This is an optimization exercise on Yosys and OpenROAD, whose aim is small area, a short achievable clock period and few clock cycles per item, not a production implementation.
No functional check of the RTL was part of any run shown here.

`flow/run.sh`:
```
#!/bin/bash
# synth_recipe.tcl (not shown) runs the flow's synth.tcl, then flattens the netlist and writes it again
# the make line also repeats each setting of config.mk as NAME=value (left out here)
make -C /OpenROAD-flow-scripts/flow DESIGN_CONFIG=/design/flow/config.mk WORK_HOME=/design/flow/orfs CLKGATE_MAP_FILE= SYNTH_SCRIPT=/design/flow/synth_recipe.tcl finish
```
`flow/config.mk`:
```
export PLATFORM = sky130hd
export DESIGN_NAME = wsio_scaler
export DESIGN_NICKNAME = wsio_scaler
export VERILOG_FILES = /design/flow/design.v
export SDC_FILE = /design/flow/constraint.sdc
export NUM_CORES = 4
export LEC_CHECK = 0
export ABC_AREA = 1
export CAP_MARGIN = 20
export CORE_MARGIN = 2
export CORE_UTILIZATION = 40
export SETUP_SLACK_MARGIN = 5
export SLEW_MARGIN = 20
```
`flow/constraint.sdc`:
```
create_clock -name core_clock -period 10.0 [get_ports {clk}]
set_input_delay 2.0000 -clock core_clock [delete_from_list [all_inputs] [get_ports {clk}]]
set_output_delay 2.0000 -clock core_clock [all_outputs]
set_load 0.01 [all_outputs]
```
`flow/design.v`:
```
module wsio_scaler (
    input  wire        clk,
    input  wire        rst,         
    input  wire        in_valid,
    output wire        in_ready,
    input  wire        in_op,       
    input  wire [63:0] in_data,
    output wire        out_valid,
    input  wire        out_ready,
    output wire [63:0] out_data,
    output wire        out_err
);
    wire [15:0] raw = in_data[15:0];
    reg  [3:0]  lz;
    integer i;
    always @(*) begin
        lz = 4'd0;
        for (i = 0; i < 16; i = i + 1)
            if (raw[i]) lz = 4'd15 - i[3:0];
    end
    wire [15:0] rn     = raw << lz;
    wire        e_hi   = (rn >= 16'd64000);
    wire [16:0] r17    = e_hi ? {1'b0, rn} : {rn, 1'b0};
    wire        e_zero = (raw == 16'd0);
    wire        x_sign = in_data[63];
    wire [10:0] x_exp  = in_data[62:52];
    wire [52:0] x_mant = {1'b1, in_data[51:0]};
    wire [59:0] p_s    = {x_mant, 7'd0} - {6'd0, x_mant, 1'b0} - {7'd0, x_mant} + 60'd32;
    wire        p_c    = p_s[59] & (&p_s[42:5]);
    wire        x_big  = (x_exp > 11'd1029);             
    wire        x_in   = (x_exp >= 11'd1013) && !x_big;
    wire [4:0]  x_d    = x_exp[4:0] - 5'd21;             
    wire [26:0] s1_in = in_op ? {1'b1, p_c, p_s[59:43], x_d, x_sign, x_in, x_big}
                              : {1'b0, 1'b0, r17, e_hi, lz, 2'b00, e_zero};
    reg         a_valid;
    reg  [26:0] a_d;
    reg         o_valid;
    reg  [62:0] o_data;
    reg         o_err;
    wire en2    = !o_valid || out_ready;        
    wire a_load = en2 || !a_valid;              
    assign in_ready = a_load;
    always @(posedge clk) begin
        if (rst)
            a_valid <= 1'b0;
        else if (a_load)
            a_valid <= in_valid;
        if (a_load)
            a_d <= s1_in;
    end
    assign out_valid = o_valid;
    assign out_data  = {1'b0, o_data};
    assign out_err   = o_err;
    wire        s_op   = a_d[26];
    wire        s_c    = a_d[25];
    wire [16:0] s_v    = a_d[24:8];
    wire [4:0]  s_n    = a_d[7:3];
    wire [2:0]  s_f    = a_d[2:0];
    wire [16:0] e_r17  = s_v;
    wire [16:0] e_r17n = ~s_v;
    wire ts1 = e_r17[15] ^ e_r17[13] ^ e_r17[11];
    wire tc2 = (e_r17[15] & e_r17[13]) | (e_r17[11] & (e_r17[15] ^ e_r17[13]));
    wire ts3 = e_r17[16] ^ e_r17[14] ^ e_r17[12];
    wire tc4 = (e_r17[16] & e_r17[14]) | (e_r17[12] & (e_r17[16] ^ e_r17[14]));
    wire ts5 = e_r17[15] ^ e_r17[13] ^ e_r17n[11];
    wire tc6 = (e_r17[15] & e_r17[13]) | (e_r17n[11] & (e_r17[15] ^ e_r17[13]));
    wire ts7 = e_r17[16] ^ e_r17[14] ^ e_r17n[12];
    wire tc8 = (e_r17[16] & e_r17[14]) | (e_r17n[12] & (e_r17[16] ^ e_r17[14]));
    wire ts9 = e_r17[15] ^ e_r17n[13] ^ e_r17[11];
    wire tc10 = (e_r17[15] & e_r17n[13]) | (e_r17[11] & (e_r17[15] ^ e_r17n[13]));
    wire ts11 = e_r17[16] ^ e_r17n[14] ^ e_r17[12];
    wire tc12 = (e_r17[16] & e_r17n[14]) | (e_r17[12] & (e_r17[16] ^ e_r17n[14]));
    wire ts13 = e_r17n[15] ^ e_r17[13] ^ e_r17n[10];
    wire tc14 = (e_r17n[15] & e_r17[13]) | (e_r17n[10] & (e_r17n[15] ^ e_r17[13]));
    wire ts15 = e_r17n[6] ^ e_r17[4];
    wire tc16 = e_r17n[6] & e_r17[4];
    wire ts17 = e_r17n[16] ^ e_r17[14] ^ e_r17n[11];
    wire tc18 = (e_r17n[16] & e_r17[14]) | (e_r17n[11] & (e_r17n[16] ^ e_r17[14]));
    wire ts19 = e_r17n[7] ^ e_r17[5];
    wire tc20 = e_r17n[7] & e_r17[5];
    wire ts21 = e_r17[15] ^ e_r17n[12] ^ e_r17n[8];
    wire tc22 = (e_r17[15] & e_r17n[12]) | (e_r17n[8] & (e_r17[15] ^ e_r17n[12]));
    wire ts23 = e_r17[6] ^ e_r17[4];
    wire tc24 = e_r17[6] & e_r17[4];
    wire ts25 = e_r17[16] ^ e_r17n[13] ^ e_r17n[9];
    wire tc26 = (e_r17[16] & e_r17n[13]) | (e_r17n[9] & (e_r17[16] ^ e_r17n[13]));
    wire ts27 = e_r17[7] ^ e_r17[5];
    wire tc28 = e_r17[7] & e_r17[5];
    wire ts29 = e_r17n[14] ^ e_r17n[10] ^ e_r17[8];
    wire tc30 = (e_r17n[14] & e_r17n[10]) | (e_r17[8] & (e_r17n[14] ^ e_r17n[10]));
    wire ts31 = e_r17n[15] ^ e_r17n[11];
    wire tc32 = e_r17n[15] & e_r17n[11];
    wire ts33 = e_r17n[16] ^ e_r17n[12] ^ e_r17[10];
    wire tc34 = (e_r17n[16] & e_r17n[12]) | (e_r17[10] & (e_r17n[16] ^ e_r17n[12]));
    wire ts35 = e_r17n[13] ^ e_r17[11] ^ e_r17[9];
    wire tc36 = (e_r17n[13] & e_r17[11]) | (e_r17[9] & (e_r17n[13] ^ e_r17[11]));
    wire ts37 = e_r17n[14] ^ e_r17[12] ^ e_r17[10];
    wire tc38 = (e_r17n[14] & e_r17[12]) | (e_r17[10] & (e_r17n[14] ^ e_r17[12]));
    wire ts39 = e_r17n[8] ^ e_r17n[5];
    wire tc40 = e_r17n[8] & e_r17n[5];
    wire ts41 = e_r17n[15] ^ e_r17[13] ^ e_r17[11];
    wire tc42 = (e_r17n[15] & e_r17[13]) | (e_r17[11] & (e_r17n[15] ^ e_r17[13]));
    wire ts43 = e_r17n[9] ^ e_r17n[6] ^ e_r17[3];
    wire tc44 = (e_r17n[9] & e_r17n[6]) | (e_r17[3] & (e_r17n[9] ^ e_r17n[6]));
    wire ts45 = e_r17n[16] ^ e_r17[14] ^ e_r17[12];
    wire tc46 = (e_r17n[16] & e_r17[14]) | (e_r17[12] & (e_r17n[16] ^ e_r17[14]));
    wire ts47 = e_r17n[10] ^ e_r17n[7] ^ e_r17[4];
    wire tc48 = (e_r17n[10] & e_r17n[7]) | (e_r17[4] & (e_r17n[10] ^ e_r17n[7]));
    wire ts49 = e_r17[15] ^ e_r17[13] ^ e_r17n[11];
    wire tc50 = (e_r17[15] & e_r17[13]) | (e_r17n[11] & (e_r17[15] ^ e_r17[13]));
    wire ts51 = e_r17n[8] ^ e_r17[5];
    wire tc52 = e_r17n[8] & e_r17[5];
    wire ts53 = e_r17[16] ^ e_r17[14] ^ e_r17n[12];
    wire tc54 = (e_r17[16] & e_r17[14]) | (e_r17n[12] & (e_r17[16] ^ e_r17[14]));
    wire ts55 = e_r17n[9] ^ e_r17[6] ^ e_r17[4];
    wire tc56 = (e_r17n[9] & e_r17[6]) | (e_r17[4] & (e_r17n[9] ^ e_r17[6]));
    wire ts57 = e_r17[15] ^ e_r17n[13] ^ e_r17n[10];
    wire tc58 = (e_r17[15] & e_r17n[13]) | (e_r17n[10] & (e_r17[15] ^ e_r17n[13]));
    wire ts59 = e_r17[7] ^ e_r17[5];
    wire tc60 = e_r17[7] & e_r17[5];
    wire ts61 = e_r17[16] ^ e_r17n[14] ^ e_r17n[11];
    wire tc62 = (e_r17[16] & e_r17n[14]) | (e_r17n[11] & (e_r17[16] ^ e_r17n[14]));
    wire ts63 = e_r17[8] ^ e_r17[6];
    wire tc64 = e_r17[8] & e_r17[6];
    wire ts65 = e_r17n[15] ^ e_r17n[12] ^ e_r17[9];
    wire tc66 = (e_r17n[15] & e_r17n[12]) | (e_r17[9] & (e_r17n[15] ^ e_r17n[12]));
    wire ts67 = e_r17n[16] ^ e_r17n[13];
    wire tc68 = e_r17n[16] & e_r17n[13];
    wire ts69 = e_r17n[14] ^ e_r17[11] ^ e_r17[9];
    wire tc70 = (e_r17n[14] & e_r17[11]) | (e_r17[9] & (e_r17n[14] ^ e_r17[11]));
    wire ts71 = e_r17n[15] ^ e_r17[12] ^ e_r17[10];
    wire tc72 = (e_r17n[15] & e_r17[12]) | (e_r17[10] & (e_r17n[15] ^ e_r17[12]));
    wire ts73 = e_r17n[16] ^ e_r17[13] ^ e_r17[11];
    wire tc74 = (e_r17n[16] & e_r17[13]) | (e_r17[11] & (e_r17n[16] ^ e_r17[13]));
    wire ts75 = e_r17[16] ^ e_r17[14];
    wire tc76 = e_r17[16] & e_r17[14];
    wire ts77 = e_r17[15] ^ e_r17[12];
    wire tc78 = e_r17[15] & e_r17[12];
    wire ts79 = e_r17[16] ^ e_r17[13];
    wire tc80 = e_r17[16] & e_r17[13];
    wire ts81 = e_r17[16] ^ e_r17n[14];
    wire tc82 = e_r17[16] & e_r17n[14];
    wire ts83 = e_r17n[15] ^ e_r17n[10];
    wire tc84 = e_r17n[15] & e_r17n[10];
    wire ts85 = e_r17n[16] ^ e_r17n[11] ^ e_r17[4];
    wire tc86 = (e_r17n[16] & e_r17n[11]) | (e_r17[4] & (e_r17n[16] ^ e_r17n[11]));
    wire ts87 = e_r17n[12] ^ e_r17[5] ^ e_r17[3];
    wire tc88 = (e_r17n[12] & e_r17[5]) | (e_r17[3] & (e_r17n[12] ^ e_r17[5]));
    wire ts89 = e_r17n[13] ^ e_r17[6] ^ e_r17[4];
    wire tc90 = (e_r17n[13] & e_r17[6]) | (e_r17[4] & (e_r17n[13] ^ e_r17[6]));
    wire ts91 = e_r17[2] ^ e_r17n[0];
    wire tc92 = e_r17[2] & e_r17n[0];
    wire ts93 = e_r17n[14] ^ e_r17[7] ^ e_r17[5];
    wire tc94 = (e_r17n[14] & e_r17[7]) | (e_r17[5] & (e_r17n[14] ^ e_r17[7]));
    wire ts95 = e_r17[3] ^ e_r17n[1];
    wire tc96 = e_r17[3] & e_r17n[1];
    wire ts97 = e_r17n[15] ^ e_r17[8] ^ e_r17[6];
    wire tc98 = (e_r17n[15] & e_r17[8]) | (e_r17[6] & (e_r17n[15] ^ e_r17[8]));
    wire ts99 = e_r17[4] ^ e_r17n[2] ^ e_r17[0];
    wire tc100 = (e_r17[4] & e_r17n[2]) | (e_r17[0] & (e_r17[4] ^ e_r17n[2]));
    wire ts101 = e_r17n[16] ^ e_r17[9] ^ e_r17[7];
    wire tc102 = (e_r17n[16] & e_r17[9]) | (e_r17[7] & (e_r17n[16] ^ e_r17[9]));
    wire ts103 = e_r17[5] ^ e_r17n[3] ^ e_r17[1];
    wire tc104 = (e_r17[5] & e_r17n[3]) | (e_r17[1] & (e_r17[5] ^ e_r17n[3]));
    wire ts105 = e_r17[10] ^ e_r17[8] ^ e_r17[6];
    wire tc106 = (e_r17[10] & e_r17[8]) | (e_r17[6] & (e_r17[10] ^ e_r17[8]));
    wire ts107 = e_r17n[4] ^ e_r17[2] ^ 1'b1;
    wire tc108 = (e_r17n[4] & e_r17[2]) | (1'b1 & (e_r17n[4] ^ e_r17[2]));
    wire ts109 = e_r17[11] ^ e_r17[9] ^ e_r17[7];
    wire tc110 = (e_r17[11] & e_r17[9]) | (e_r17[7] & (e_r17[11] ^ e_r17[9]));
    wire ts111 = e_r17n[5] ^ e_r17[3] ^ e_r17n[0];
    wire tc112 = (e_r17n[5] & e_r17[3]) | (e_r17n[0] & (e_r17n[5] ^ e_r17[3]));
    wire ts113 = e_r17[12] ^ e_r17[10] ^ e_r17[8];
    wire tc114 = (e_r17[12] & e_r17[10]) | (e_r17[8] & (e_r17[12] ^ e_r17[10]));
    wire ts115 = e_r17n[6] ^ e_r17[4] ^ e_r17n[1];
    wire tc116 = (e_r17n[6] & e_r17[4]) | (e_r17n[1] & (e_r17n[6] ^ e_r17[4]));
    wire ts117 = e_r17[13] ^ e_r17[11] ^ e_r17[9];
    wire tc118 = (e_r17[13] & e_r17[11]) | (e_r17[9] & (e_r17[13] ^ e_r17[11]));
    wire ts119 = e_r17n[7] ^ e_r17[5] ^ e_r17n[2];
    wire tc120 = (e_r17n[7] & e_r17[5]) | (e_r17n[2] & (e_r17n[7] ^ e_r17[5]));
    wire ts121 = e_r17[14] ^ e_r17[12] ^ e_r17[10];
    wire tc122 = (e_r17[14] & e_r17[12]) | (e_r17[10] & (e_r17[14] ^ e_r17[12]));
    wire ts123 = e_r17n[8] ^ e_r17[6] ^ e_r17n[3];
    wire tc124 = (e_r17n[8] & e_r17[6]) | (e_r17n[3] & (e_r17n[8] ^ e_r17[6]));
    wire ts125 = e_r17n[9] ^ e_r17[7] ^ e_r17n[4];
    wire tc126 = (e_r17n[9] & e_r17[7]) | (e_r17n[4] & (e_r17n[9] ^ e_r17[7]));
    wire ts127 = e_r17n[0] ^ 1'b1 ^ ts1;
    wire tc128 = (e_r17n[0] & 1'b1) | (ts1 & (e_r17n[0] ^ 1'b1));
    wire ts129 = e_r17n[10] ^ e_r17[8] ^ e_r17n[5];
    wire tc130 = (e_r17n[10] & e_r17[8]) | (e_r17n[5] & (e_r17n[10] ^ e_r17[8]));
    wire ts131 = e_r17n[1] ^ ts3 ^ tc2;
    wire tc132 = (e_r17n[1] & ts3) | (tc2 & (e_r17n[1] ^ ts3));
    wire ts133 = e_r17[9] ^ e_r17n[6] ^ e_r17n[2];
    wire tc134 = (e_r17[9] & e_r17n[6]) | (e_r17n[2] & (e_r17[9] ^ e_r17n[6]));
    wire ts135 = e_r17[0] ^ ts5 ^ tc4;
    wire tc136 = (e_r17[0] & ts5) | (tc4 & (e_r17[0] ^ ts5));
    wire ts137 = e_r17[10] ^ e_r17n[7] ^ e_r17n[3];
    wire tc138 = (e_r17[10] & e_r17n[7]) | (e_r17n[3] & (e_r17[10] ^ e_r17n[7]));
    wire ts139 = e_r17[1] ^ ts7 ^ tc6;
    wire tc140 = (e_r17[1] & ts7) | (tc6 & (e_r17[1] ^ ts7));
    wire ts141 = e_r17n[8] ^ e_r17n[4] ^ e_r17[2];
    wire tc142 = (e_r17n[8] & e_r17n[4]) | (e_r17[2] & (e_r17n[8] ^ e_r17n[4]));
    wire ts143 = e_r17[0] ^ ts9 ^ tc8;
    wire tc144 = (e_r17[0] & ts9) | (tc8 & (e_r17[0] ^ ts9));
    wire ts145 = e_r17n[9] ^ e_r17n[5] ^ e_r17[3];
    wire tc146 = (e_r17n[9] & e_r17n[5]) | (e_r17[3] & (e_r17n[9] ^ e_r17n[5]));
    wire ts147 = e_r17[1] ^ ts11 ^ tc10;
    wire tc148 = (e_r17[1] & ts11) | (tc10 & (e_r17[1] ^ ts11));
    wire ts149 = e_r17[2] ^ e_r17n[0] ^ 1'b1;
    wire tc150 = (e_r17[2] & e_r17n[0]) | (1'b1 & (e_r17[2] ^ e_r17n[0]));
    wire ts151 = ts13 ^ ts15 ^ tc12;
    wire tc152 = (ts13 & ts15) | (tc12 & (ts13 ^ ts15));
    wire ts153 = e_r17[3] ^ e_r17n[1] ^ ts17;
    wire tc154 = (e_r17[3] & e_r17n[1]) | (ts17 & (e_r17[3] ^ e_r17n[1]));
    wire ts155 = ts19 ^ tc14 ^ tc16;
    wire tc156 = (ts19 & tc14) | (tc16 & (ts19 ^ tc14));
    wire ts157 = e_r17n[2] ^ 1'b1 ^ ts21;
    wire tc158 = (e_r17n[2] & 1'b1) | (ts21 & (e_r17n[2] ^ 1'b1));
    wire ts159 = ts23 ^ tc18 ^ tc20;
    wire tc160 = (ts23 & tc18) | (tc20 & (ts23 ^ tc18));
    wire ts161 = e_r17n[3] ^ e_r17n[0] ^ ts25;
    wire tc162 = (e_r17n[3] & e_r17n[0]) | (ts25 & (e_r17n[3] ^ e_r17n[0]));
    wire ts163 = ts27 ^ tc22 ^ tc24;
    wire tc164 = (ts27 & tc22) | (tc24 & (ts27 ^ tc22));
    wire ts165 = e_r17[6] ^ e_r17n[4] ^ e_r17n[1];
    wire tc166 = (e_r17[6] & e_r17n[4]) | (e_r17n[1] & (e_r17[6] ^ e_r17n[4]));
    wire ts167 = ts29 ^ tc26 ^ tc28;
    wire tc168 = (ts29 & tc26) | (tc28 & (ts29 ^ tc26));
    wire ts169 = e_r17[9] ^ e_r17[7] ^ e_r17n[5];
    wire tc170 = (e_r17[9] & e_r17[7]) | (e_r17n[5] & (e_r17[9] ^ e_r17[7]));
    wire ts171 = e_r17n[2] ^ ts31 ^ tc30;
    wire tc172 = (e_r17n[2] & ts31) | (tc30 & (e_r17n[2] ^ ts31));
    wire ts173 = e_r17[8] ^ e_r17n[6] ^ e_r17n[3];
    wire tc174 = (e_r17[8] & e_r17n[6]) | (e_r17n[3] & (e_r17[8] ^ e_r17n[6]));
    wire ts175 = e_r17[0] ^ ts33 ^ tc32;
    wire tc176 = (e_r17[0] & ts33) | (tc32 & (e_r17[0] ^ ts33));
    wire ts177 = e_r17n[7] ^ e_r17n[4] ^ e_r17[1];
    wire tc178 = (e_r17n[7] & e_r17n[4]) | (e_r17[1] & (e_r17n[7] ^ e_r17n[4]));
    wire ts179 = 1'b1 ^ ts35 ^ tc34;
    wire tc180 = (1'b1 & ts35) | (tc34 & (1'b1 ^ ts35));
    wire ts181 = e_r17[2] ^ e_r17[0] ^ 1'b1;
    wire tc182 = (e_r17[2] & e_r17[0]) | (1'b1 & (e_r17[2] ^ e_r17[0]));
    wire ts183 = ts37 ^ ts39 ^ tc36;
    wire tc184 = (ts37 & ts39) | (tc36 & (ts37 ^ ts39));
    wire ts185 = e_r17[1] ^ 1'b1 ^ ts41;
    wire tc186 = (e_r17[1] & 1'b1) | (ts41 & (e_r17[1] ^ 1'b1));
    wire ts187 = ts43 ^ tc38 ^ tc40;
    wire tc188 = (ts43 & tc38) | (tc40 & (ts43 ^ tc38));
    wire ts189 = e_r17[2] ^ 1'b1 ^ ts45;
    wire tc190 = (e_r17[2] & 1'b1) | (ts45 & (e_r17[2] ^ 1'b1));
    wire ts191 = ts47 ^ tc42 ^ tc44;
    wire tc192 = (ts47 & tc42) | (tc44 & (ts47 ^ tc42));
    wire ts193 = e_r17[3] ^ e_r17[0] ^ ts49;
    wire tc194 = (e_r17[3] & e_r17[0]) | (ts49 & (e_r17[3] ^ e_r17[0]));
    wire ts195 = ts51 ^ tc46 ^ tc48;
    wire tc196 = (ts51 & tc46) | (tc48 & (ts51 ^ tc46));
    wire ts197 = e_r17[1] ^ 1'b1 ^ ts53;
    wire tc198 = (e_r17[1] & 1'b1) | (ts53 & (e_r17[1] ^ 1'b1));
    wire ts199 = ts55 ^ tc50 ^ tc52;
    wire tc200 = (ts55 & tc50) | (tc52 & (ts55 ^ tc50));
    wire ts201 = e_r17[2] ^ 1'b1 ^ ts57;
    wire tc202 = (e_r17[2] & 1'b1) | (ts57 & (e_r17[2] ^ 1'b1));
    wire ts203 = ts59 ^ tc54 ^ tc56;
    wire tc204 = (ts59 & tc54) | (tc56 & (ts59 ^ tc54));
    wire ts205 = e_r17[3] ^ 1'b1 ^ ts61;
    wire tc206 = (e_r17[3] & 1'b1) | (ts61 & (e_r17[3] ^ 1'b1));
    wire ts207 = ts63 ^ tc58 ^ tc60;
    wire tc208 = (ts63 & tc58) | (tc60 & (ts63 ^ tc58));
    wire ts209 = e_r17[7] ^ e_r17[4] ^ e_r17n[0];
    wire tc210 = (e_r17[7] & e_r17[4]) | (e_r17n[0] & (e_r17[7] ^ e_r17[4]));
    wire ts211 = ts65 ^ tc62 ^ tc64;
    wire tc212 = (ts65 & tc62) | (tc64 & (ts65 ^ tc62));
    wire ts213 = e_r17[10] ^ e_r17[8] ^ e_r17[5];
    wire tc214 = (e_r17[10] & e_r17[8]) | (e_r17[5] & (e_r17[10] ^ e_r17[8]));
    wire ts215 = e_r17n[1] ^ ts67 ^ tc66;
    wire tc216 = (e_r17n[1] & ts67) | (tc66 & (e_r17n[1] ^ ts67));
    wire ts217 = e_r17[6] ^ e_r17n[2] ^ e_r17[0];
    wire tc218 = (e_r17[6] & e_r17n[2]) | (e_r17[0] & (e_r17[6] ^ e_r17n[2]));
    wire ts219 = 1'b1 ^ ts69 ^ tc68;
    wire tc220 = (1'b1 & ts69) | (tc68 & (1'b1 ^ ts69));
    wire ts221 = e_r17[7] ^ e_r17n[3] ^ e_r17[1];
    wire tc222 = (e_r17[7] & e_r17n[3]) | (e_r17[1] & (e_r17[7] ^ e_r17n[3]));
    wire ts223 = 1'b1 ^ ts71 ^ tc70;
    wire tc224 = (1'b1 & ts71) | (tc70 & (1'b1 ^ ts71));
    wire ts225 = e_r17[8] ^ e_r17n[4] ^ e_r17[2];
    wire tc226 = (e_r17[8] & e_r17n[4]) | (e_r17[2] & (e_r17[8] ^ e_r17n[4]));
    wire ts227 = 1'b1 ^ ts73 ^ tc72;
    wire tc228 = (1'b1 & ts73) | (tc72 & (1'b1 ^ ts73));
    wire ts229 = e_r17[14] ^ e_r17[12] ^ e_r17[9];
    wire tc230 = (e_r17[14] & e_r17[12]) | (e_r17[9] & (e_r17[14] ^ e_r17[12]));
    wire ts231 = e_r17n[5] ^ e_r17[3] ^ tc74;
    wire tc232 = (e_r17n[5] & e_r17[3]) | (tc74 & (e_r17n[5] ^ e_r17[3]));
    wire ts233 = e_r17[15] ^ e_r17[13] ^ e_r17[10];
    wire tc234 = (e_r17[15] & e_r17[13]) | (e_r17[10] & (e_r17[15] ^ e_r17[13]));
    wire ts235 = e_r17n[6] ^ e_r17[4] ^ 1'b1;
    wire tc236 = (e_r17n[6] & e_r17[4]) | (1'b1 & (e_r17n[6] ^ e_r17[4]));
    wire ts237 = e_r17[11] ^ e_r17n[7] ^ e_r17[5];
    wire tc238 = (e_r17[11] & e_r17n[7]) | (e_r17[5] & (e_r17[11] ^ e_r17n[7]));
    wire ts239 = e_r17[0] ^ 1'b1 ^ ts75;
    wire tc240 = (e_r17[0] & 1'b1) | (ts75 & (e_r17[0] ^ 1'b1));
    wire ts241 = e_r17n[8] ^ e_r17[6] ^ e_r17[1];
    wire tc242 = (e_r17n[8] & e_r17[6]) | (e_r17[1] & (e_r17n[8] ^ e_r17[6]));
    wire ts243 = 1'b1 ^ ts77 ^ tc76;
    wire tc244 = (1'b1 & ts77) | (tc76 & (1'b1 ^ ts77));
    wire ts245 = e_r17n[9] ^ e_r17[7] ^ e_r17[2];
    wire tc246 = (e_r17n[9] & e_r17[7]) | (e_r17[2] & (e_r17n[9] ^ e_r17[7]));
    wire ts247 = 1'b1 ^ ts79 ^ tc78;
    wire tc248 = (1'b1 & ts79) | (tc78 & (1'b1 ^ ts79));
    wire ts249 = e_r17[14] ^ e_r17n[10] ^ e_r17[8];
    wire tc250 = (e_r17[14] & e_r17n[10]) | (e_r17[8] & (e_r17[14] ^ e_r17n[10]));
    wire ts251 = e_r17[3] ^ 1'b1 ^ tc80;
    wire tc252 = (e_r17[3] & 1'b1) | (tc80 & (e_r17[3] ^ 1'b1));
    wire ts253 = e_r17[15] ^ e_r17n[11] ^ e_r17[9];
    wire tc254 = (e_r17[15] & e_r17n[11]) | (e_r17[9] & (e_r17[15] ^ e_r17n[11]));
    wire ts255 = e_r17[4] ^ 1'b1;
    wire tc256 = e_r17[4] & 1'b1;
    wire ts257 = e_r17[16] ^ e_r17n[12] ^ e_r17[10];
    wire tc258 = (e_r17[16] & e_r17n[12]) | (e_r17[10] & (e_r17[16] ^ e_r17n[12]));
    wire ts259 = e_r17[5] ^ 1'b1;
    wire tc260 = e_r17[5] & 1'b1;
    wire ts261 = e_r17n[13] ^ e_r17[11] ^ e_r17[6];
    wire tc262 = (e_r17n[13] & e_r17[11]) | (e_r17[6] & (e_r17n[13] ^ e_r17[11]));
    wire ts263 = e_r17n[14] ^ e_r17[12];
    wire tc264 = e_r17n[14] & e_r17[12];
    wire ts265 = e_r17n[15] ^ e_r17[13];
    wire tc266 = e_r17n[15] & e_r17[13];
    wire ts267 = e_r17n[16] ^ e_r17[14];
    wire tc268 = e_r17n[16] & e_r17[14];
    wire ts269 = e_r17[14] ^ e_r17n[12];
    wire tc270 = e_r17[14] & e_r17n[12];
    wire ts271 = e_r17[15] ^ e_r17n[13] ^ e_r17n[8];
    wire tc272 = (e_r17[15] & e_r17n[13]) | (e_r17n[8] & (e_r17[15] ^ e_r17n[13]));
    wire ts273 = e_r17n[9] ^ e_r17[2] ^ e_r17[0];
    wire tc274 = (e_r17n[9] & e_r17[2]) | (e_r17[0] & (e_r17n[9] ^ e_r17[2]));
    wire ts275 = e_r17[3] ^ e_r17[1] ^ ts83;
    wire tc276 = (e_r17[3] & e_r17[1]) | (ts83 & (e_r17[3] ^ e_r17[1]));
    wire ts277 = e_r17[2] ^ e_r17[0] ^ ts85;
    wire tc278 = (e_r17[2] & e_r17[0]) | (ts85 & (e_r17[2] ^ e_r17[0]));
    wire ts279 = e_r17[1] ^ 1'b1 ^ ts87;
    wire tc280 = (e_r17[1] & 1'b1) | (ts87 & (e_r17[1] ^ 1'b1));
    wire ts281 = 1'b1 ^ ts89 ^ ts91;
    wire tc282 = (1'b1 & ts89) | (ts91 & (1'b1 ^ ts89));
    wire ts283 = ts93 ^ ts95 ^ tc90;
    wire tc284 = (ts93 & ts95) | (tc90 & (ts93 ^ ts95));
    wire ts285 = ts97 ^ ts99 ^ tc94;
    wire tc286 = (ts97 & ts99) | (tc94 & (ts97 ^ ts99));
    wire ts287 = ts101 ^ ts103 ^ tc98;
    wire tc288 = (ts101 & ts103) | (tc98 & (ts101 ^ ts103));
    wire ts289 = ts105 ^ ts107 ^ tc102;
    wire tc290 = (ts105 & ts107) | (tc102 & (ts105 ^ ts107));
    wire ts291 = ts109 ^ ts111 ^ tc106;
    wire tc292 = (ts109 & ts111) | (tc106 & (ts109 ^ ts111));
    wire ts293 = ts113 ^ ts115 ^ tc110;
    wire tc294 = (ts113 & ts115) | (tc110 & (ts113 ^ ts115));
    wire ts295 = ts117 ^ ts119 ^ tc114;
    wire tc296 = (ts117 & ts119) | (tc114 & (ts117 ^ ts119));
    wire ts297 = ts121 ^ ts123 ^ tc118;
    wire tc298 = (ts121 & ts123) | (tc118 & (ts121 ^ ts123));
    wire ts299 = ts125 ^ ts127 ^ tc122;
    wire tc300 = (ts125 & ts127) | (tc122 & (ts125 ^ ts127));
    wire ts301 = ts129 ^ ts131 ^ tc126;
    wire tc302 = (ts129 & ts131) | (tc126 & (ts129 ^ ts131));
    wire ts303 = ts133 ^ ts135 ^ tc130;
    wire tc304 = (ts133 & ts135) | (tc130 & (ts133 ^ ts135));
    wire ts305 = ts137 ^ ts139 ^ tc134;
    wire tc306 = (ts137 & ts139) | (tc134 & (ts137 ^ ts139));
    wire ts307 = ts141 ^ ts143 ^ tc138;
    wire tc308 = (ts141 & ts143) | (tc138 & (ts141 ^ ts143));
    wire ts309 = ts145 ^ ts147 ^ tc142;
    wire tc310 = (ts145 & ts147) | (tc142 & (ts145 ^ ts147));
    wire ts311 = ts149 ^ ts151 ^ tc146;
    wire tc312 = (ts149 & ts151) | (tc146 & (ts149 ^ ts151));
    wire ts313 = ts153 ^ ts155 ^ tc150;
    wire tc314 = (ts153 & ts155) | (tc150 & (ts153 ^ ts155));
    wire ts315 = ts157 ^ ts159 ^ tc154;
    wire tc316 = (ts157 & ts159) | (tc154 & (ts157 ^ ts159));
    wire ts317 = ts161 ^ ts163 ^ tc158;
    wire tc318 = (ts161 & ts163) | (tc158 & (ts161 ^ ts163));
    wire ts319 = ts165 ^ ts167 ^ tc162;
    wire tc320 = (ts165 & ts167) | (tc162 & (ts165 ^ ts167));
    wire ts321 = ts169 ^ ts171 ^ tc166;
    wire tc322 = (ts169 & ts171) | (tc166 & (ts169 ^ ts171));
    wire ts323 = ts173 ^ ts175 ^ tc170;
    wire tc324 = (ts173 & ts175) | (tc170 & (ts173 ^ ts175));
    wire ts325 = ts177 ^ ts179 ^ tc174;
    wire tc326 = (ts177 & ts179) | (tc174 & (ts177 ^ ts179));
    wire ts327 = ts181 ^ ts183 ^ tc178;
    wire tc328 = (ts181 & ts183) | (tc178 & (ts181 ^ ts183));
    wire ts329 = ts185 ^ ts187 ^ tc182;
    wire tc330 = (ts185 & ts187) | (tc182 & (ts185 ^ ts187));
    wire ts331 = ts189 ^ ts191 ^ tc186;
    wire tc332 = (ts189 & ts191) | (tc186 & (ts189 ^ ts191));
    wire ts333 = ts193 ^ ts195 ^ tc190;
    wire tc334 = (ts193 & ts195) | (tc190 & (ts193 ^ ts195));
    wire ts335 = ts197 ^ ts199 ^ tc194;
    wire tc336 = (ts197 & ts199) | (tc194 & (ts197 ^ ts199));
    wire ts337 = ts201 ^ ts203 ^ tc198;
    wire tc338 = (ts201 & ts203) | (tc198 & (ts201 ^ ts203));
    wire ts339 = ts205 ^ ts207 ^ tc202;
    wire tc340 = (ts205 & ts207) | (tc202 & (ts205 ^ ts207));
    wire ts341 = ts209 ^ ts211 ^ tc206;
    wire tc342 = (ts209 & ts211) | (tc206 & (ts209 ^ ts211));
    wire ts343 = ts213 ^ ts215 ^ tc210;
    wire tc344 = (ts213 & ts215) | (tc210 & (ts213 ^ ts215));
    wire ts345 = ts217 ^ ts219 ^ tc214;
    wire tc346 = (ts217 & ts219) | (tc214 & (ts217 ^ ts219));
    wire ts347 = ts221 ^ ts223 ^ tc218;
    wire tc348 = (ts221 & ts223) | (tc218 & (ts221 ^ ts223));
    wire ts349 = ts225 ^ ts227 ^ tc222;
    wire tc350 = (ts225 & ts227) | (tc222 & (ts225 ^ ts227));
    wire ts351 = ts229 ^ ts231 ^ tc226;
    wire tc352 = (ts229 & ts231) | (tc226 & (ts229 ^ ts231));
    wire ts353 = ts233 ^ ts235 ^ tc230;
    wire tc354 = (ts233 & ts235) | (tc230 & (ts233 ^ ts235));
    wire ts355 = ts237 ^ ts239 ^ tc234;
    wire tc356 = (ts237 & ts239) | (tc234 & (ts237 ^ ts239));
    wire ts357 = ts241 ^ ts243 ^ tc238;
    wire tc358 = (ts241 & ts243) | (tc238 & (ts241 ^ ts243));
    wire ts359 = ts245 ^ ts247 ^ tc242;
    wire tc360 = (ts245 & ts247) | (tc242 & (ts245 ^ ts247));
    wire ts361 = ts249 ^ ts251 ^ tc246;
    wire tc362 = (ts249 & ts251) | (tc246 & (ts249 ^ ts251));
    wire ts363 = ts253 ^ ts255 ^ tc250;
    wire tc364 = (ts253 & ts255) | (tc250 & (ts253 ^ ts255));
    wire ts365 = ts257 ^ ts259 ^ tc254;
    wire tc366 = (ts257 & ts259) | (tc254 & (ts257 ^ ts259));
    wire ts367 = 1'b1 ^ ts261 ^ tc258;
    wire tc368 = (1'b1 & ts261) | (tc258 & (1'b1 ^ ts261));
    wire ts369 = e_r17[7] ^ 1'b1 ^ ts263;
    wire tc370 = (e_r17[7] & 1'b1) | (ts263 & (e_r17[7] ^ 1'b1));
    wire ts371 = e_r17[8] ^ 1'b1 ^ ts265;
    wire tc372 = (e_r17[8] & 1'b1) | (ts265 & (e_r17[8] ^ 1'b1));
    wire ts373 = e_r17[9] ^ 1'b1 ^ ts267;
    wire tc374 = (e_r17[9] & 1'b1) | (ts267 & (e_r17[9] ^ 1'b1));
    wire ts375 = e_r17[15] ^ e_r17[10];
    wire tc376 = e_r17[15] & e_r17[10];
    wire ts377 = e_r17[16] ^ e_r17[11];
    wire tc378 = e_r17[16] & e_r17[11];
    wire ts379 = e_r17[12] ^ e_r17n[10];
    wire tc380 = e_r17[12] & e_r17n[10];
    wire ts381 = e_r17[13] ^ e_r17n[11] ^ e_r17n[6];
    wire tc382 = (e_r17[13] & e_r17n[11]) | (e_r17n[6] & (e_r17[13] ^ e_r17n[11]));
    wire ts383 = e_r17n[7] ^ e_r17[0] ^ ts269;
    wire tc384 = (e_r17n[7] & e_r17[0]) | (ts269 & (e_r17n[7] ^ e_r17[0]));
    wire ts385 = e_r17[1] ^ ts271 ^ tc270;
    wire tc386 = (e_r17[1] & ts271) | (tc270 & (e_r17[1] ^ ts271));
    wire ts387 = ts81 ^ ts273 ^ tc272;
    wire tc388 = (ts81 & ts273) | (tc272 & (ts81 ^ ts273));
    wire ts389 = tc82 ^ ts275 ^ tc274;
    wire tc390 = (tc82 & ts275) | (tc274 & (tc82 ^ ts275));
    wire ts391 = tc84 ^ ts277 ^ tc276;
    wire tc392 = (tc84 & ts277) | (tc276 & (tc84 ^ ts277));
    wire ts393 = tc86 ^ ts279 ^ tc278;
    wire tc394 = (tc86 & ts279) | (tc278 & (tc86 ^ ts279));
    wire ts395 = tc88 ^ ts281 ^ tc280;
    wire tc396 = (tc88 & ts281) | (tc280 & (tc88 ^ ts281));
    wire ts397 = tc92 ^ ts283 ^ tc282;
    wire tc398 = (tc92 & ts283) | (tc282 & (tc92 ^ ts283));
    wire ts399 = tc96 ^ ts285 ^ tc284;
    wire tc400 = (tc96 & ts285) | (tc284 & (tc96 ^ ts285));
    wire ts401 = tc100 ^ ts287 ^ tc286;
    wire tc402 = (tc100 & ts287) | (tc286 & (tc100 ^ ts287));
    wire ts403 = tc104 ^ ts289 ^ tc288;
    wire tc404 = (tc104 & ts289) | (tc288 & (tc104 ^ ts289));
    wire ts405 = tc108 ^ ts291 ^ tc290;
    wire tc406 = (tc108 & ts291) | (tc290 & (tc108 ^ ts291));
    wire ts407 = tc112 ^ ts293 ^ tc292;
    wire tc408 = (tc112 & ts293) | (tc292 & (tc112 ^ ts293));
    wire ts409 = tc116 ^ ts295 ^ tc294;
    wire tc410 = (tc116 & ts295) | (tc294 & (tc116 ^ ts295));
    wire ts411 = tc120 ^ ts297 ^ tc296;
    wire tc412 = (tc120 & ts297) | (tc296 & (tc120 ^ ts297));
    wire ts413 = tc124 ^ ts299 ^ tc298;
    wire tc414 = (tc124 & ts299) | (tc298 & (tc124 ^ ts299));
    wire ts415 = tc128 ^ ts301 ^ tc300;
    wire tc416 = (tc128 & ts301) | (tc300 & (tc128 ^ ts301));
    wire ts417 = tc132 ^ ts303 ^ tc302;
    wire tc418 = (tc132 & ts303) | (tc302 & (tc132 ^ ts303));
    wire ts419 = tc136 ^ ts305 ^ tc304;
    wire tc420 = (tc136 & ts305) | (tc304 & (tc136 ^ ts305));
    wire ts421 = tc140 ^ ts307 ^ tc306;
    wire tc422 = (tc140 & ts307) | (tc306 & (tc140 ^ ts307));
    wire ts423 = tc144 ^ ts309 ^ tc308;
    wire tc424 = (tc144 & ts309) | (tc308 & (tc144 ^ ts309));
    wire ts425 = tc148 ^ ts311 ^ tc310;
    wire tc426 = (tc148 & ts311) | (tc310 & (tc148 ^ ts311));
    wire ts427 = tc152 ^ ts313 ^ tc312;
    wire tc428 = (tc152 & ts313) | (tc312 & (tc152 ^ ts313));
    wire ts429 = tc156 ^ ts315 ^ tc314;
    wire tc430 = (tc156 & ts315) | (tc314 & (tc156 ^ ts315));
    wire ts431 = tc160 ^ ts317 ^ tc316;
    wire tc432 = (tc160 & ts317) | (tc316 & (tc160 ^ ts317));
    wire ts433 = tc164 ^ ts319 ^ tc318;
    wire tc434 = (tc164 & ts319) | (tc318 & (tc164 ^ ts319));
    wire ts435 = tc168 ^ ts321 ^ tc320;
    wire tc436 = (tc168 & ts321) | (tc320 & (tc168 ^ ts321));
    wire ts437 = tc172 ^ ts323 ^ tc322;
    wire tc438 = (tc172 & ts323) | (tc322 & (tc172 ^ ts323));
    wire ts439 = tc176 ^ ts325 ^ tc324;
    wire tc440 = (tc176 & ts325) | (tc324 & (tc176 ^ ts325));
    wire ts441 = tc180 ^ ts327 ^ tc326;
    wire tc442 = (tc180 & ts327) | (tc326 & (tc180 ^ ts327));
    wire ts443 = tc184 ^ ts329 ^ tc328;
    wire tc444 = (tc184 & ts329) | (tc328 & (tc184 ^ ts329));
    wire ts445 = tc188 ^ ts331 ^ tc330;
    wire tc446 = (tc188 & ts331) | (tc330 & (tc188 ^ ts331));
    wire ts447 = tc192 ^ ts333 ^ tc332;
    wire tc448 = (tc192 & ts333) | (tc332 & (tc192 ^ ts333));
    wire ts449 = tc196 ^ ts335 ^ tc334;
    wire tc450 = (tc196 & ts335) | (tc334 & (tc196 ^ ts335));
    wire ts451 = tc200 ^ ts337 ^ tc336;
    wire tc452 = (tc200 & ts337) | (tc336 & (tc200 ^ ts337));
    wire ts453 = tc204 ^ ts339 ^ tc338;
    wire tc454 = (tc204 & ts339) | (tc338 & (tc204 ^ ts339));
    wire ts455 = tc208 ^ ts341 ^ tc340;
    wire tc456 = (tc208 & ts341) | (tc340 & (tc208 ^ ts341));
    wire ts457 = tc212 ^ ts343 ^ tc342;
    wire tc458 = (tc212 & ts343) | (tc342 & (tc212 ^ ts343));
    wire ts459 = tc216 ^ ts345 ^ tc344;
    wire tc460 = (tc216 & ts345) | (tc344 & (tc216 ^ ts345));
    wire ts461 = tc220 ^ ts347 ^ tc346;
    wire tc462 = (tc220 & ts347) | (tc346 & (tc220 ^ ts347));
    wire ts463 = tc224 ^ ts349 ^ tc348;
    wire tc464 = (tc224 & ts349) | (tc348 & (tc224 ^ ts349));
    wire ts465 = tc228 ^ ts351 ^ tc350;
    wire tc466 = (tc228 & ts351) | (tc350 & (tc228 ^ ts351));
    wire ts467 = tc232 ^ ts353 ^ tc352;
    wire tc468 = (tc232 & ts353) | (tc352 & (tc232 ^ ts353));
    wire ts469 = tc236 ^ ts355 ^ tc354;
    wire tc470 = (tc236 & ts355) | (tc354 & (tc236 ^ ts355));
    wire ts471 = tc240 ^ ts357 ^ tc356;
    wire tc472 = (tc240 & ts357) | (tc356 & (tc240 ^ ts357));
    wire ts473 = tc244 ^ ts359 ^ tc358;
    wire tc474 = (tc244 & ts359) | (tc358 & (tc244 ^ ts359));
    wire ts475 = tc248 ^ ts361 ^ tc360;
    wire tc476 = (tc248 & ts361) | (tc360 & (tc248 ^ ts361));
    wire ts477 = tc252 ^ ts363 ^ tc362;
    wire tc478 = (tc252 & ts363) | (tc362 & (tc252 ^ ts363));
    wire ts479 = tc256 ^ ts365 ^ tc364;
    wire tc480 = (tc256 & ts365) | (tc364 & (tc256 ^ ts365));
    wire ts481 = tc260 ^ ts367 ^ tc366;
    wire tc482 = (tc260 & ts367) | (tc366 & (tc260 ^ ts367));
    wire ts483 = tc262 ^ ts369 ^ tc368;
    wire tc484 = (tc262 & ts369) | (tc368 & (tc262 ^ ts369));
    wire ts485 = tc264 ^ ts371 ^ tc370;
    wire tc486 = (tc264 & ts371) | (tc370 & (tc264 ^ ts371));
    wire ts487 = tc266 ^ ts373 ^ tc372;
    wire tc488 = (tc266 & ts373) | (tc372 & (tc266 ^ ts373));
    wire ts489 = tc268 ^ ts375 ^ tc374;
    wire tc490 = (tc268 & ts375) | (tc374 & (tc268 ^ ts375));
    wire ts491 = 1'b1 ^ ts377 ^ tc376;
    wire tc492 = (1'b1 & ts377) | (tc376 & (1'b1 ^ ts377));
    wire ts493 = e_r17[12] ^ 1'b1 ^ tc378;
    wire tc494 = (e_r17[12] & 1'b1) | (tc378 & (e_r17[12] ^ 1'b1));
    wire ts495 = e_r17[13] ^ 1'b1;
    wire tc496 = e_r17[13] & 1'b1;
    wire ts497 = e_r17[14] ^ 1'b1;
    wire tc498 = e_r17[14] & 1'b1;
    wire ts499 = e_r17[15] ^ 1'b1;
    wire tc500 = e_r17[15] & 1'b1;
    wire [60:0] e_sa = {ts499, ts497, ts495, ts493, ts491, ts489, ts487, ts485, ts483, ts481, ts479, ts477, ts475, ts473, ts471, ts469, ts467, ts465, ts463, ts461, ts459, ts457, ts455, ts453, ts451, ts449, ts447, ts445, ts443, ts441, ts439, ts437, ts435, ts433, ts431, ts429, ts427, ts425, ts423, ts421, ts419, ts417, ts415, ts413, ts411, ts409, ts407, ts405, ts403, ts401, ts399, ts397, ts395, ts393, ts391, ts389, ts387, ts385, ts383, ts381, e_r17n[5]};
    wire [60:0] e_sb = {tc498, tc496, tc494, tc492, tc490, tc488, tc486, tc484, tc482, tc480, tc478, tc476, tc474, tc472, tc470, tc468, tc466, tc464, tc462, tc460, tc458, tc456, tc454, tc452, tc450, tc448, tc446, tc444, tc442, tc440, tc438, tc436, tc434, tc432, tc430, tc428, tc426, tc424, tc422, tc420, tc418, tc416, tc414, tc412, tc410, tc408, tc406, tc404, tc402, tc400, tc398, tc396, tc394, tc392, tc390, tc388, tc386, tc384, tc382, tc380, ts379};
    wire [60:0] e_sum = e_sa + e_sb;
    wire [51:0] e_frac = e_sum[60:9];
    wire [10:0] e_exp  = 11'd1028 - {7'd0, s_n[3:0]} + {10'd0, s_n[4]};
    wire [62:0] e_res  = s_f[0] ? 63'd0 : {e_exp, e_frac};
    wire [16:0] r_p    = s_v + {16'd0, s_c};            
    wire [16:0] r_t    = r_p >> (5'd16 - s_n);
    wire        r_sign = s_f[2];
    wire        r_in   = s_f[1];
    wire        r_err  = s_f[0] | (r_in & (r_sign ? (r_t != 17'd0) : r_t[16]));
    wire [15:0] r_val  = (r_err | r_sign | !r_in) ? 16'd0 : r_t[15:0];
    always @(posedge clk) begin
        if (rst)
            o_valid <= 1'b0;
        else if (en2)
            o_valid <= a_valid;
        if (en2) begin
            o_data <= s_op ? {47'd0, r_val} : e_res;
            o_err  <= s_op & r_err;
        end
    end
endmodule
```
==> impl_metrics.py, run 1 <==
metrics = {
    "route": {
        "drtPass1Iterations": 7,
        "drc": 0,
        "drtIter0Drc": 1108,
        "vias": 19100,
        "wl_per_cell_um": 19.8,
        "ant_nets": 0,
        "wl_um": 69700,
        "viasPerCell": 5.43,
    },
    "floorplan": {
        "die_w_um": 225,
        "core-area_um2": 47900,
        "dieArea_um2": 50600,
        "die_h_um": 225,
        "start_util_pct": 40.7,
        "pin_count": 136,
        "num_rows": 80,
    },
    "timing": {
        "clock_skew_ns": 0.0207,
        "max_slew_margin_pct": 42.5,
        "drv_slew": 0,
        "finalHoldViolations": 0,
        "finalCritPeriodShare_pct": 51.5,
        "period_needed_ns": 5.15,
        "rsz0062_at_grt": "yes",
        "fmax_ghz": 0.194,
        "setup_viol": 0,
        "tns_ns": 0,
        "tightest_slew_ns": 0.863,
    },
    "cells_and_area": {
        "num_antenna_cells": 0,
        "final_common_cell": "inv_1",
        "area.growth.synth_to_final_pct": 28.6,
        "nets": 3389,
        "nFillCells": 4632,
        "mostFrequentLayoutCells": "498 x inv_1, 421 x nand2_1, 220 x fa_1",
        "drive_gt1_share_pct": 19.9,
    },
    "worst_setup_path": {
        "end_kind": "flop",
        "crit_path_cell_trace": "buf_12 > clkinvlp_4 > buf_12 > fa_2 > fa_1 > inv_2 > fa_1 > inv_2 > fa_1 > ha_4 > a21oi_4 > o21a_1 > inv_2 > a21oi_2 > nor2_2 > a2111oi_4 > o211ai_1 > buf_4 > a31oi_4 > o21ai_0 > a21oi_1",
        "crit_buf_inv": 7,
        "arrival_ns": 5.38,
        "r2r-start": "a_d[19]$_DFFE_PP_",
        "cp_top_family": "adder cells",
        "start_kind": "flop",
        "path_class": "reg2reg",
        "crit_required_ns": 10.23,
        "cpMaxStageDelayCell": "fa_1",
        "startpoint": "a_d[19]$_DFFE_PP_",
        "crit_fanout": 6,
        "slowest_delay_ns": 0.53,
    },
    "yosys": {
        "synth_top_flop_cell": "edfxtp_1",
        "synth_area_um2": 19500,
        "synth.distinct_cells": 55,
        "ys_ff_latch": 90,
        "synth_seq_area_share_pct": 13.7,
        "ys_async_sr_fraction_pct": 0,
        "postSynthAreaPerCell_um2": 7.45,
        "syn_nets": 3121,
        "yosys_warnings": 1,
        "netlist_instances": 2622,
        "synth-edff-count": 88,
    },
    "clocking": {
        "cts_buffers": 9,
        "clock_latency_ns": 0.38,
        "clockRootBuffer": "clkbuf_16",
        "path_clk_slew_ns": 0.08,
        "cts.sinks": 90,
        "cts_tree": "done",
        "hold_buffers": 0,
        "cts_buffer_depth": 2,
        "h-tree-depth": 3,
    },
    "grt": {
        "antenna_found_initial": 0,
        "grt_pass1_vias": 19600,
        "grt_pass1_wl_um": 107000,
        "grt_start_max_net_pins": 63,
        "globalRouteTotalUtil_pct": 27.4,
        "overflow": 0,
    },
    "placement": {
        "place_congestion": 1.00,
        "hpwlAfterDp_um": 56300,
        "io_buffers": 134,
    },
    "worst_hold_path": {
        "min_from": "a_valid$_SDFFE_PP0P_",
        "min_path_type": "reg2reg",
    },
    "outcome": {
        "status": "finished clean",
    },
    "flow_run": {
        "maxCapViolCount": 0,
    },
}
==> cell usage after synthesis, drive strengths merged, types with 2 or more instances <==
library cell	instances	area, um2
xnor2	22	193
a31oi	51	334
o32ai	16	140
a21oi	221	1110
xor2	27	236
o211ai	15	118
o21ai	135	676
dfxtp	2	40.0
a21o	9	67.6
nand4	28	175
o31ai	6	45.0
ha	193	2410
o21a	26	195
a221oi	4	35.0
inv	557	2090
o21bai	3	22.5
nand3b	7	52.6
nor4	7	43.8
nor2	226	861
clkinv	2	7.51
nand3	177	891
nor3	28	140
buf	18	118
a21boi	8	60.1
fa	237	4740
o221ai	7	61.3
clkbuf	18	67.6
or2	11	68.8
a211oi	2	15.0
o22ai	5	31.3
nand2	457	1750
edfxtp	88	2640
==> area by class of cell <==
class                   count  area, um2  share of cell area (%)
flip-flops and latches     90       2680                    10.7
inverters                 559       2160                    8.62
repair buffers            293       2780                    11.1
clock inverters             7       76.3                   0.304
multi-input cells        1937      16400                    65.3
well taps                 615        769                    3.07
clock buffers               9        225                   0.897
==> repair_timing <==
action,4_1_cts,5_1_grt
cloned,0,0
resized for setup,281,318
pin swaps,54,124
setup buffers,77,64
setup endpoints to repair,69,55
==> through the flow <==
| stage | worst slack, ns | area [um2] | cells | hold WS [ns] | util (%) |
|---|---|---|---|---|---|
| 2_1_floorplan | 4.76 | 19600 | 2622 | 0.424 | - |
| 3_3_place_gp | 3.09 | 21700 | 3353 | 0.434 | 45.2 |
| 3_5_place_dp | 3.18 | 21700 | 3353 | 0.447 | 45.2 |
| 6_report | 4.85 | 25100 | 3510 | 0.457 | 52.3 |
| 5_1_grt | 4.76 | 25100 | 3510 | 0.482 | 52.3 |
| 4_1_cts | 4.84 | 23600 | 3446 | 0.460 | 49.3 |
==> cells by family (layout without fill, tap and decap cells) <==
family | count (synthesis) | in the layout | share of synthesized area [%]
AO/OA/AOI/OAI | 515 | 515 | 15.2
AND/OR/NAND/NOR | 942 | 942 | 20.4
buffers and inverters | 595 | 868 | 11.7
XOR/XNOR | 49 | 49 | 2.20
flip-flops | 90 | 90 | 13.7
other | 1 | 1 | 0.0192
adder cells (fa/ha/maj) | 430 | 430 | 36.7
==> registers in the layout, indices dropped and copies added, names as in the netlist <==
register and count:
o_data 60, a_d 27, a_valid 1, o_err 1, o_valid 1
==> worst reg2reg max path, cell delays in order (launching register included) <==
cell	delay [ns]
edfxtp_1	0.42
buf_12	0.17
clkinvlp_4	0.11
buf_12	0.13
fa_2	0.48
fa_1	0.54
inv_2	0.04
fa_1	0.51
inv_2	0.04
fa_1	0.49
ha_4	0.31
a21oi_4	0.20
o21a_1	0.16
inv_2	0.04
a21oi_2	0.14
nor2_2	0.07
a2111oi_4	0.40
o211ai_1	0.14
buf_4	0.19
a31oi_4	0.19
o21ai_0	0.09
a21oi_1	0.15
==> metal layers <==
metal | up-vias | track usage, % | part of all wire, %
met4 | 0 | 13.2 | 5.0
met3 | 173 | 2.76 | 5.4
met1 | 9153 | 33.5 | 40
li1 | 9066 | - | -
met2 | 666 | 48.4 | 50
met5 | - | 0 | 0
==> worst paths after layout <==
kind                              endpoint  slack [ns]  depth (start not counted)
setup / recovery  o_data[44]$_SDFFCE_PP0P_        4.85                         21
hold / removal        o_valid$_SDFFE_PP0P_        0.46                          2
setup reg to reg  o_data[44]$_SDFFCE_PP0P_        4.85                         21
hold reg to reg       o_valid$_SDFFE_PP0P_        0.46                          2
==> run 2, diff against run 1 <==
--- a/flow/config.mk
+++ b/flow/config.mk
@@ -5,7 +5,6 @@
 export SDC_FILE = /design/flow/constraint.sdc
 export NUM_CORES = 4
 export LEC_CHECK = 0
-export ABC_AREA = 1
 export CAP_MARGIN = 20
 export CORE_MARGIN = 2
 export CORE_UTILIZATION = 40
==> impl_metrics.py, run 2 <==
metrics = {
    "placement": {
        "hpwlAfterDp_um": 48100,
        "io_buffers": 134,
        "place_congestion": 0.925,
        "dpl_cell_area_um2": 21100,
        "dpl_worst_slack_ns": 2.71,
        "dp.cells": 2807,
    },
    "clocking": {
        "clock_latency_ns": 0.40,
        "h-tree-depth": 3,
        "path_clk_slew_ns": 0.08,
        "cts_buffers": 9,
        "cts.sinks": 90,
        "cts_buffer_depth": 2,
        "clockRootBuffer": "clkbuf_16",
        "cts_tree": "done",
    },
    "route": {
        "ant_nets": 0,
        "viasPerCell": 5.75,
        "drc": 0,
        "vias": 17800,
        "wl_per_cell_um": 21.8,
        "drtPass1Iterations": 6,
        "wl_um": 67700,
        "drtIter0Drc": 1490,
    },
    "grt": {
        "globalRouteTotalUtil_pct": 27.6,
        "grt_pass1_wl_um": 102000,
        "grt_start_max_net_pins": 62,
        "antenna_found_initial": 0,
        "grt_pass1_vias": 17900,
        "overflow": 0,
    },
    "flow_run": {
        "maxCapViolCount": 0,
    },
    "cells_and_area": {
        "final_common_cell": "inv_1",
        "area.growth.synth_to_final_pct": 38.7,
        "final_util_pct": 56.0,
        "design_area_um2": 26000,
        "nets": 2986,
        "largest_reg_flops": 60,
        "top_register": "o_data",
        "stdcell_count": 3100,
        "drive_gt1_share_pct": 29.9,
        "mostFrequentLayoutCells": "275 x inv_1, 242 x buf_4, 221 x fa_1",
        "reg_top3": "o_data (60), a_d (27)",
    },
    "yosys": {
        "ys_async_sr_fraction_pct": 0,
        "syn_nets": 2621,
        "yosysMostFrequentCell": "inv_1",
        "netlist_instances": 2122,
        "synth.distinct_cells": 94,
        "yosysTopAreaCellShare_pct": 25.3,
        "ys_ff_latch": 90,
        "synth_seq_area_share_pct": 14.3,
        "synth_top_flop_cell": "edfxtp_1",
        "yosys_warnings": 1,
        "synth_area_um2": 18700,
        "yosys-top-cells-count": "340 x inv_1, 237 x fa_1, 193 x ha_1",
        "synth_top_area_cell": "fa_1",
        "postSynthAreaPerCell_um2": 8.83,
        "synth-edff-count": 88,
        "ys_top_cells_by_area": "fa_1 25%, edfxtp_1 14%, ha_1 13%",
    },
    "timing": {
        "fmax_ghz": 0.174,
        "rsz0062_at_grt": "yes",
        "finalHoldWorstSlack_ns": 0.673,
        "fin_ws_ns": 4.27,
        "finalHoldViolations": 0,
        "tns_ns": 0,
        "drv_slew": 0,
        "period_needed_ns": 5.73,
        "tightest_slew_ns": 1.06,
        "clock_skew_ns": 0.0285,
        "setup_viol": 0,
        "max_slew_margin_pct": 29.1,
        "finalCritPeriodShare_pct": 57.3,
    },
    "floorplan": {
        "pin_count": 136,
        "die_w_um": 220,
        "core-area_um2": 46400,
        "dieArea_um2": 48600,
        "start_util_pct": 40.4,
        "die_h_um": 220,
        "num_rows": 79,
    },
    "worst_setup_path": {
        "end_kind": "flop",
        "crit_fanout": 4,
        "reg2reg_slack_ns": 4.27,
        "arrival_ns": 5.86,
        "crit_required_ns": 10.13,
        "start_kind": "flop",
        "path_class": "reg2reg",
    },
    "outcome": {
        "status": "finished clean",
    },
    "worst_hold_path": {
        "min_path_type": "reg2reg",
    },
}
-- run 2: cell count changes after synthesis, sizes merged, moves of 35 or more --
cell	change
nand3	-129
a21o	+51
inv	-217
a21oi	-80
clkbuf	+37
nand2	-319
xnor2	+44
nor2	-77
mux2i	+35
-- run 2: cell type report --
class,instances,area [um2]
tap,607,759
timing repair buffer,433,4040
sequential,90,2680
inverter,341,1410
clock inverter,7,95.1
multi-input combinational,1612,16800
antenna,1,2.50
clock buffer,9,225
fill,4015,20400
-- run 2: logic make-up after synthesis --
family | synth area share [%]
xor+xnor | 5.05
compound gates | 18.2
buf+inv | 8.73
fa+ha+maj | 38.2
flops | 14.3
other cells | 0.0200
simple gates | 13.3
mux | 2.17
-- run 2: per-layer routing --
| layer | global-route usage, % | up-vias | wire, um |
|---|---|---|---|
| met2 | 49.6 | 716 | 34400 |
| li1 | - | 8019 | - |
| met4 | 13.0 | 0 | 3590 |
| met1 | 32.4 | 8880 | 25700 |
| met3 | 3.67 | 206 | 3940 |
| met5 | 0 | - | 0 |
-- run 2: final timing paths --
path                         from                       end  depth (start not counted)
max reg2reg     a_d[22]$_DFFE_PP_  o_data[34]$_SDFFCE_PP0P_                         22
min          a_valid$_SDFFE_PP0P_      o_valid$_SDFFE_PP0P_                          2
max             a_d[22]$_DFFE_PP_  o_data[34]$_SDFFCE_PP0P_                         22
min reg2reg  a_valid$_SDFFE_PP0P_      o_valid$_SDFFE_PP0P_                          2
-- run 2: critical path, stage by stage, from the launching register on --
cell	delay (ns)
edfxtp_1	0.38
buf_12	0.13
clkinvlp_4	0.19
fa_2	0.66
inv_2	0.05
fa_1	0.47
inv_1	0.05
fa_2	0.53
fa_2	0.46
ha_4	0.28
buf_4	0.14
a21oi_2	0.13
nor3_1	0.07
o21ai_1	0.18
nand2_2	0.12
a311o_1	0.35
a31oi_2	0.21
o21ai_2	0.10
a21o_1	0.23
a221o_1	0.38
a21oi_2	0.15
xor2_1	0.15
nor2_1	0.05
-- run 2: repair_timing --
action                                  in CTS  in global routing
endpoints found under the setup margin      71                 62
cloned                                       1                  1
pin swaps                                  195                111
hold buffers                                 0                  0
resized for setup                          592                138
hold endpoints to repair                     0                  0
setup buffers                              212                 62

-- afterwards: timing with drivers on the ports --
The flow's constraints put no driver on any port. The routed layouts listed below were extracted and timed again, unchanged, in two steps. Step 1, drivers: a clkbuf_16 drives clk and a buf_2 each remaining input, both assumed. Step 2 moves the port delays by t, midway between the first and last clock arrival at a register: inputs arrive t later, outputs are due t later. That takes back most of the time a late clock gives input paths. a / b / c = ideal / step 1 / step 2; a / b = the first two.
run	t, ns	setup slack, ns	worst setup path at the end	clock arrival spread, ns	worst data-port slew with drivers (ns)
run 1	0.421	4.848 / 4.848 / 4.694	input to register	0.021 / 0.021	0.06
run 2	0.442	4.267 / 4.267 / 3.936	input to register	0.029 / 0.029	0.07
After both steps every run listed still meets setup and hold. The setup slack of run 2, which loses most, moves by 0.000 ns with the drivers and by -0.331 ns with both steps.
